Background: an optimization exercise with open tools, aiming at small area, a short achievable clock period and few clock cycles. Do not read the settings as production practice. RTL that was checked went through simulation tests only; none was proved equivalent to the original.

==> build 90: inputs <==
## sbcore
module sbcore #(
    parameter [31:0] UART_BASE     = 32'h4000_C000,
    parameter [11:0] UART_DR_OFF   = 12'h000,
    parameter [11:0] UART_FR_OFF   = 12'h018,
    parameter [11:0] UART_IBRD_OFF = 12'h024,
    parameter [11:0] UART_FBRD_OFF = 12'h028,
    parameter [11:0] UART_LCR_OFF  = 12'h02C,
    parameter [11:0] UART_CR_OFF   = 12'h030,
    parameter integer FR_TXFF_BIT  = 5,
    parameter integer FR_RXFE_BIT  = 4
) (
    input  wire        clk,
    input  wire        rst,
    input  wire        host_we,
    input  wire [7:0]  host_addr,
    input  wire [31:0] host_wdata,
    output reg  [31:0] host_rdata,
    output reg         i2c_req,
    output reg  [2:0]  i2c_op,
    output reg  [7:0]  i2c_wdata,
    output reg         i2c_last,
    input  wire        i2c_ack,
    input  wire        i2c_nack,
    input  wire [7:0]  i2c_rdata,
    output reg         spi_req,
    output reg  [1:0]  spi_op,
    output reg  [7:0]  spi_wdata,
    input  wire        spi_ack,
    input  wire [7:0]  spi_rdata,
    output reg         uart_req,
    output reg         uart_we,
    output reg  [31:0] uart_addr,
    output reg  [31:0] uart_wdata,
    input  wire        uart_ack,
    input  wire [31:0] uart_rdata
);
clock: 10.0 ns
lec_check: 0
abc_area: 1
cap_margin: 35
core_margin: 2
core_utilization: 55
place_density: 0.7
setup_slack_margin: 4.5
slew_margin: 35
run.sh (not shown) runs the stock make flow with config.mk's settings and CLKGATE_MAP_FILE= SYNTH_SCRIPT=/design/flow/synth_recipe.tcl, a recipe that flattens the netlist after the stock synthesis.
==> build 89: changes against build 90 <==
--- a/flow/design.v
+++ b/flow/design.v
@@ -172,48 +172,44 @@
     wire [30:0] dv_d2 = {1'b0, dv_t2} - {2'd0, baud[28:0]};
     wire        dv_g2 = !dv_d2[30];
     wire [28:0] dv_r2 = dv_g2 ? dv_d2[28:0] : dv_t2[28:0];
     wire [23:0] dv_q2 = {dv_q0[21:0], dv_g1, dv_g2};
     wire        dv_done = (d_cnt == 4'd12);
-    wire        dv_skip = (d_cnt == 4'd0) && (baud[28:20] == 9'd0) &&
-                          ({d_rem[11:0], d_quo[23:16]} < baud[19:0]);
     wire        dv_step = !dv_done;
     wire [21:0] dv_y    = d_quo[23:2];
     wire        dv_rb   = d_quo[1];
     wire        n_small = (dv_y[21:6] == 16'd0) && !((dv_y[5:0] == 6'h3F) && dv_rb);
     wire        n_big   = (dv_y[21:6] == 16'hFFFF) && (dv_rb || (dv_y[5:0] != 6'd0));
     wire        div_ovf = (baud[28:12] == 17'd0) && (clk_hz[31:20] >= baud[11:0]);
     wire        div_ok  = !div_ovf && !n_small && !n_big;
     wire [21:0] div_n   = dv_y + {21'd0, dv_rb};
     wire        baud_bad = (baud == 32'd0) || (baud[31:29] != 3'd0);
-    wire [31:0] rd_r [0:19];
-    assign rd_r[0]  = cur;
-    assign rd_r[1]  = {20'd0, result, 3'd0, held, cs, reject, done, busy};
-    assign rd_r[2]  = {25'd0, i2c_dev};
-    assign rd_r[3]  = {16'd0, maddr};
-    assign rd_r[4]  = clk_hz;
-    assign rd_r[5]  = baud;
-    assign rd_r[6]  = {10'd0, fbrd, ibrd};
-    assign rd_r[7]  = uart_lcr;
-    assign rd_r[8]  = uart_cr;
-    assign rd_r[9]  = poll_cfg;
-    assign rd_r[10] = poll_txn;
-    assign rd_r[11] = {p_attempts, 5'd0, p_state, p_last};
-    assign rd_r[12] = {{16{asmv[15]}}, asmv};
-    assign rd_r[13] = {ch1, ch0};
-    assign rd_r[14] = {ch3, ch2};
-    assign rd_r[15] = {ch5, ch4};
-    assign rd_r[16] = {rxbuf[3],  rxbuf[2],  rxbuf[1],  rxbuf[0]};
-    assign rd_r[17] = {rxbuf[7],  rxbuf[6],  rxbuf[5],  rxbuf[4]};
-    assign rd_r[18] = {rxbuf[11], rxbuf[10], rxbuf[9],  rxbuf[8]};
-    assign rd_r[19] = {rxbuf[15], rxbuf[14], rxbuf[13], rxbuf[12]};
-    wire [31:0] rd_x [0:31];
-    genvar gi;
-    generate for (gi = 0; gi < 32; gi = gi + 1) begin : g_rx
-        assign rd_x[gi] = (gi < 20) ? rd_r[gi] : 32'd0;
-    end endgenerate
-    always @(*) host_rdata = host_addr[7] ? 32'd0 : rd_x[host_addr[6:2]];
+    always @(*) begin
+        case (host_addr[7:2])
+            6'h00: host_rdata = cur;
+            6'h01: host_rdata = {20'd0, result, 3'd0, held, cs, reject, done, busy};
+            6'h02: host_rdata = {25'd0, i2c_dev};
+            6'h03: host_rdata = {16'd0, maddr};
+            6'h04: host_rdata = clk_hz;
+            6'h05: host_rdata = baud;
+            6'h06: host_rdata = {10'd0, fbrd, ibrd};
+            6'h07: host_rdata = uart_lcr;
+            6'h08: host_rdata = uart_cr;
+            6'h09: host_rdata = poll_cfg;
+            6'h0A: host_rdata = poll_txn;
+            6'h0B: host_rdata = {p_attempts, 5'd0, p_state, p_last};
+            6'h0C: host_rdata = {{16{asmv[15]}}, asmv};
+            6'h0D: host_rdata = {ch1, ch0};
+            6'h0E: host_rdata = {ch3, ch2};
+            6'h0F: host_rdata = {ch5, ch4};
+            6'h10: host_rdata = {rxbuf[3],  rxbuf[2],  rxbuf[1],  rxbuf[0]};
+            6'h11: host_rdata = {rxbuf[7],  rxbuf[6],  rxbuf[5],  rxbuf[4]};
+            6'h12: host_rdata = {rxbuf[11], rxbuf[10], rxbuf[9],  rxbuf[8]};
+            6'h13: host_rdata = {rxbuf[15], rxbuf[14], rxbuf[13], rxbuf[12]};
+            default: host_rdata = 32'd0;
+        endcase
+    end
     always @(*) begin
         i2c_req = busy && (ph_port == 2'd1);
         i2c_op = (ph_step[2] && ph_step[1:0] != 2'd0) ? 3'd2 : ph_step;
         i2c_last = x_last;
         case (ph_step)
@@ -440,15 +436,13 @@
     wire        div_commit = busy && (phase == PH_U_DIV) && dv_done && div_ok;
     always @(posedge clk) begin
         {ibrd, fbrd} <= upd(div_commit, {10'd0, div_n}, {10'd0, ibrd, fbrd});
         {d_rem, d_quo} <= ({53{d_cw && nrst}} & {17'd0, w[31:20], w[19:0], 4'd0}) |
                           ({53{d_bw && nrst}} & {17'd0, clk_hz[31:20], clk_hz[19:0], 4'd0}) |
-                          ({53{d_run && !dv_skip && nrst}} & {dv_r2, dv_q2}) |
-                          ({53{d_run && dv_skip && nrst}} & {9'd0, d_rem[11:0], d_quo[23:0], 8'd0}) |
+                          ({53{d_run && nrst}} & {dv_r2, dv_q2}) |
                           ({53{d_hold && nrst}} & {d_rem, d_quo});
         if (rst || d_cw || d_bw) d_cnt <= 4'd0;
-        else if (dv_skip)        d_cnt <= 4'd4;
         else if (dv_step)        d_cnt <= d_cnt + 4'd1;
     end
     wire        q_ok   = busy && (phase == PH_QUICK) && (result == R_OK);
     wire        asm_ld = q_ok && (cur[4:0] == OP_ASM16);
     wire        smp_ld = q_ok && (cur[4:0] == OP_ASM_SMP);
==> flow/flow/run.sh (new file) <==
#!/bin/bash
# Own flow: the standard synthesis and layout (standard.sh), except that
# placement buffers the ports with sky130_fd_sc_hd__buf_1 (the smallest
# buffer; timing repair upsizes those on critical paths). The full output
# of the layout goes to layout.log here.
set -euo pipefail
export BUFFER_PORTS_ARGS="-buffer_cell sky130_fd_sc_hd__buf_1"
bash ./standard.sh > ./layout.log 2>&1
==> flow/standard.sh (new file) <==
#!/bin/bash
# synth_recipe.tcl (not shown) runs the flow's synth.tcl, then flattens the netlist and writes it again
# the make line also repeats each setting of config.mk as NAME=value (left out here)
make -C /OpenROAD-flow-scripts/flow DESIGN_CONFIG=/design/flow/config.mk WORK_HOME=/design/flow/orfs CLKGATE_MAP_FILE= SYNTH_SCRIPT=/design/flow/synth_recipe.tcl "${@:-finish}"
Settings changed: CAP_MARGIN 35 to 20, CTS_BUF_LIST set to sky130_fd_sc_hd__clkbuf_16, CTS_CLUSTER_DIAMETER set to 70, CTS_CLUSTER_SIZE set to 20, SLEW_MARGIN 35 to 20.
removed: flow/run.sh
==> build 93: changes against build 90 <==
--- a/flow/design.v
+++ b/flow/design.v
@@ -139,10 +139,11 @@
     reg [3:0]  idx;         
     reg        fault;       
     reg [28:0] d_rem;
     reg [23:0] d_quo;
     reg [3:0]  d_cnt;
+    reg        d_fresh;     
     wire [7:0]  p_mask  = poll_cfg[7:0];
     wire [7:0]  p_match = poll_cfg[15:8];
     wire [15:0] p_max   = poll_cfg[31:16];
     wire [4:0]  t_op  = poll_txn[4:0];
     wire        txn_ok = legal(poll_txn) && (poll_txn[28:24] == 5'd1) &&
@@ -160,60 +161,56 @@
     wire [7:0]  c_d8  = cur[23:16];
     wire [1:0]  ph_port = phase[4:3];
     wire [2:0]  ph_step = phase[2:0];
     wire        ack = (ph_port == 2'd1) ? i2c_ack :
                       (ph_port == 2'd2) ? spi_ack : uart_ack;
-    wire [28:0] dv_r0 = d_rem;
-    wire [23:0] dv_q0 = d_quo;
+    wire [28:0] dv_r0 = d_fresh ? {17'd0, clk_hz[31:20]} : d_rem;
+    wire [23:0] dv_q0 = d_fresh ? {clk_hz[19:0], 4'd0} : d_quo;
     wire [29:0] dv_t1 = {dv_r0, dv_q0[23]};
     wire [30:0] dv_d1 = {1'b0, dv_t1} - {2'd0, baud[28:0]};
     wire        dv_g1 = !dv_d1[30];
     wire [28:0] dv_r1 = dv_g1 ? dv_d1[28:0] : dv_t1[28:0];
     wire [29:0] dv_t2 = {dv_r1, dv_q0[22]};
     wire [30:0] dv_d2 = {1'b0, dv_t2} - {2'd0, baud[28:0]};
     wire        dv_g2 = !dv_d2[30];
     wire [28:0] dv_r2 = dv_g2 ? dv_d2[28:0] : dv_t2[28:0];
     wire [23:0] dv_q2 = {dv_q0[21:0], dv_g1, dv_g2};
     wire        dv_done = (d_cnt == 4'd12);
-    wire        dv_skip = (d_cnt == 4'd0) && (baud[28:20] == 9'd0) &&
-                          ({d_rem[11:0], d_quo[23:16]} < baud[19:0]);
-    wire        dv_step = !dv_done;
+    wire        dv_step = d_fresh || !dv_done;
     wire [21:0] dv_y    = d_quo[23:2];
     wire        dv_rb   = d_quo[1];
     wire        n_small = (dv_y[21:6] == 16'd0) && !((dv_y[5:0] == 6'h3F) && dv_rb);
     wire        n_big   = (dv_y[21:6] == 16'hFFFF) && (dv_rb || (dv_y[5:0] != 6'd0));
     wire        div_ovf = (baud[28:12] == 17'd0) && (clk_hz[31:20] >= baud[11:0]);
     wire        div_ok  = !div_ovf && !n_small && !n_big;
     wire [21:0] div_n   = dv_y + {21'd0, dv_rb};
     wire        baud_bad = (baud == 32'd0) || (baud[31:29] != 3'd0);
-    wire [31:0] rd_r [0:19];
-    assign rd_r[0]  = cur;
-    assign rd_r[1]  = {20'd0, result, 3'd0, held, cs, reject, done, busy};
-    assign rd_r[2]  = {25'd0, i2c_dev};
-    assign rd_r[3]  = {16'd0, maddr};
-    assign rd_r[4]  = clk_hz;
-    assign rd_r[5]  = baud;
-    assign rd_r[6]  = {10'd0, fbrd, ibrd};
-    assign rd_r[7]  = uart_lcr;
-    assign rd_r[8]  = uart_cr;
-    assign rd_r[9]  = poll_cfg;
-    assign rd_r[10] = poll_txn;
-    assign rd_r[11] = {p_attempts, 5'd0, p_state, p_last};
-    assign rd_r[12] = {{16{asmv[15]}}, asmv};
-    assign rd_r[13] = {ch1, ch0};
-    assign rd_r[14] = {ch3, ch2};
-    assign rd_r[15] = {ch5, ch4};
-    assign rd_r[16] = {rxbuf[3],  rxbuf[2],  rxbuf[1],  rxbuf[0]};
-    assign rd_r[17] = {rxbuf[7],  rxbuf[6],  rxbuf[5],  rxbuf[4]};
-    assign rd_r[18] = {rxbuf[11], rxbuf[10], rxbuf[9],  rxbuf[8]};
-    assign rd_r[19] = {rxbuf[15], rxbuf[14], rxbuf[13], rxbuf[12]};
-    wire [31:0] rd_x [0:31];
-    genvar gi;
-    generate for (gi = 0; gi < 32; gi = gi + 1) begin : g_rx
-        assign rd_x[gi] = (gi < 20) ? rd_r[gi] : 32'd0;
-    end endgenerate
-    always @(*) host_rdata = host_addr[7] ? 32'd0 : rd_x[host_addr[6:2]];
+    always @(*) begin
+        case (host_addr[7:2])
+            6'h00: host_rdata = cur;
+            6'h01: host_rdata = {20'd0, result, 3'd0, held, cs, reject, done, busy};
+            6'h02: host_rdata = {25'd0, i2c_dev};
+            6'h03: host_rdata = {16'd0, maddr};
+            6'h04: host_rdata = clk_hz;
+            6'h05: host_rdata = baud;
+            6'h06: host_rdata = {10'd0, fbrd, ibrd};
+            6'h07: host_rdata = uart_lcr;
+            6'h08: host_rdata = uart_cr;
+            6'h09: host_rdata = poll_cfg;
+            6'h0A: host_rdata = poll_txn;
+            6'h0B: host_rdata = {p_attempts, 5'd0, p_state, p_last};
+            6'h0C: host_rdata = {{16{asmv[15]}}, asmv};
+            6'h0D: host_rdata = {ch1, ch0};
+            6'h0E: host_rdata = {ch3, ch2};
+            6'h0F: host_rdata = {ch5, ch4};
+            6'h10: host_rdata = {rxbuf[3],  rxbuf[2],  rxbuf[1],  rxbuf[0]};
+            6'h11: host_rdata = {rxbuf[7],  rxbuf[6],  rxbuf[5],  rxbuf[4]};
+            6'h12: host_rdata = {rxbuf[11], rxbuf[10], rxbuf[9],  rxbuf[8]};
+            6'h13: host_rdata = {rxbuf[15], rxbuf[14], rxbuf[13], rxbuf[12]};
+            default: host_rdata = 32'd0;
+        endcase
+    end
     always @(*) begin
         i2c_req = busy && (ph_port == 2'd1);
         i2c_op = (ph_step[2] && ph_step[1:0] != 2'd0) ? 3'd2 : ph_step;
         i2c_last = x_last;
         case (ph_step)
@@ -312,11 +309,11 @@
                 end
                 default: ;
             endcase
         end
     end
-    wire [3:0]  w_k   = cur[11:8];
+    wire [3:0]  w_k   = w[11:8];
     wire [2:0]  k_oj  = w_k[3:1];
     wire [2:0]  k_ej  = w_k[3:1] + {2'd0, w_k[0]};
     wire [7:0]  k_o   = rxbuf[{k_oj, 1'b1}];
     wire [7:0]  k_e   = rxbuf[{k_ej, 1'b0}];
     wire [15:0] k_pair = w_k[0] ? {k_o, k_e} : {k_e, k_o};
@@ -431,29 +428,26 @@
         uart_lcr <= upd(cfg_w && wa == 6'h07, w, uart_lcr);
         uart_cr  <= upd(cfg_w && wa == 6'h08, w, uart_cr);
         poll_cfg <= upd(cfg_w && wa == 6'h09, w, poll_cfg);
         poll_txn <= upd(cfg_w && wa == 6'h0A, w, poll_txn);
     end
-    wire        d_cw = cfg_w && (wa == 6'h04);
-    wire        d_bw = cfg_w && (wa == 6'h05);
-    wire        d_run  = !d_cw && !d_bw && dv_step;
-    wire        d_hold = !d_cw && !d_bw && !dv_step;
     wire        div_commit = busy && (phase == PH_U_DIV) && dv_done && div_ok;
     always @(posedge clk) begin
         {ibrd, fbrd} <= upd(div_commit, {10'd0, div_n}, {10'd0, ibrd, fbrd});
-        {d_rem, d_quo} <= ({53{d_cw && nrst}} & {17'd0, w[31:20], w[19:0], 4'd0}) |
-                          ({53{d_bw && nrst}} & {17'd0, clk_hz[31:20], clk_hz[19:0], 4'd0}) |
-                          ({53{d_run && !dv_skip && nrst}} & {dv_r2, dv_q2}) |
-                          ({53{d_run && dv_skip && nrst}} & {9'd0, d_rem[11:0], d_quo[23:0], 8'd0}) |
-                          ({53{d_hold && nrst}} & {d_rem, d_quo});
-        if (rst || d_cw || d_bw) d_cnt <= 4'd0;
-        else if (dv_skip)        d_cnt <= 4'd4;
-        else if (dv_step)        d_cnt <= d_cnt + 4'd1;
+        {d_rem, d_quo[23:21]} <= upd(dv_step, {dv_r2, dv_q2[23:21]}, {d_rem, d_quo[23:21]});
+        d_quo[20:0] <= upd(dv_step, dv_q2[20:0], d_quo[20:0]);
+        if (rst) begin
+            d_cnt <= 4'd0;
+            d_fresh <= 1'b0;
+        end else begin
+            d_fresh <= cfg_w && (wa == 6'h04 || wa == 6'h05);
+            if (d_fresh)      d_cnt <= 4'd1;
+            else if (dv_step) d_cnt <= d_cnt + 4'd1;
+        end
     end
-    wire        q_ok   = busy && (phase == PH_QUICK) && (result == R_OK);
-    wire        asm_ld = q_ok && (cur[4:0] == OP_ASM16);
-    wire        smp_ld = q_ok && (cur[4:0] == OP_ASM_SMP);
+    wire        asm_ld = acc && w_lg && (w_op == OP_ASM16) && (w[15:8] <= 8'd14);
+    wire        smp_ld = acc && w_lg && (w_op == OP_ASM_SMP);
     always @(posedge clk) begin
         asmv <= upd(asm_ld, k_pair, asmv);
         {ch1, ch0} <= upd(smp_ld, {rxbuf[2],  rxbuf[3],  rxbuf[0],  rxbuf[1]},  {ch1, ch0});
         {ch3, ch2} <= upd(smp_ld, {rxbuf[8],  rxbuf[9],  rxbuf[4],  rxbuf[5]},  {ch3, ch2});
         {ch5, ch4} <= upd(smp_ld, {rxbuf[12], rxbuf[13], rxbuf[10], rxbuf[11]}, {ch5, ch4});
Settings changed: CAP_MARGIN 35 to 20, CORE_UTILIZATION 55 to 40, PLACE_DENSITY 0.7 to 0.6, SETUP_SLACK_MARGIN 4.5 to unset, SLEW_MARGIN 35 to 20.
==> comparison <==
Against build 90, the core utilization of build 93 is lower by 23 points. Of build 89 and build 93, build 89 has the higher fmax (gap 38%, measured against build 93). Worst setup slack, lowest first: build 93, build 90, build 89. Of build 90 and build 93, build 93 has the higher clock-buffer cell count (gap 10).
Testbench counts of build 90, summed over its fixed seeds: cycles 9,121.
Testbench counts of build 89, summed over its fixed seeds: cycles 9,436.
For build 93, only the layout was checked, not whether the RTL still works.

[what the ideal ports hide]
How much do the figures lean on ideal ports? The routed layouts below were timed once more, with nothing changed but the port constraints. Step 1 sets driving cells, clkbuf_16 on the clock port and buf_2 on the other inputs (assumed; they add their load-dependent delay and slew). Step 2 also shifts input and output timing later by t, the mid clock arrival at the registers, as if the neighbouring blocks saw the same clock. a / b / c = no drivers / after step 1 / after step 2; a / b = the first two.
| run | t, ns | setup slack, ns | latest minus earliest clock arrival (ns) | pins driven straight from the clock port |
|---|---|---|---|---|
| build 90 | 0.720 | 3.764 / 3.714 / 3.698 | 0.021 / 0.021 | 1 |
| build 89 | 0.706 | 4.021 / 3.975 / 3.975 | 0.041 / 0.042 | 1 |
| build 93 | 0.690 | 1.729 / 1.695 / 1.695 | 0.041 / 0.041 | 1 |
After both steps setup and hold are still met in every run listed. The setup slack of build 90, which loses most, moves by -0.050 ns with the drivers and by -0.066 ns with both steps.
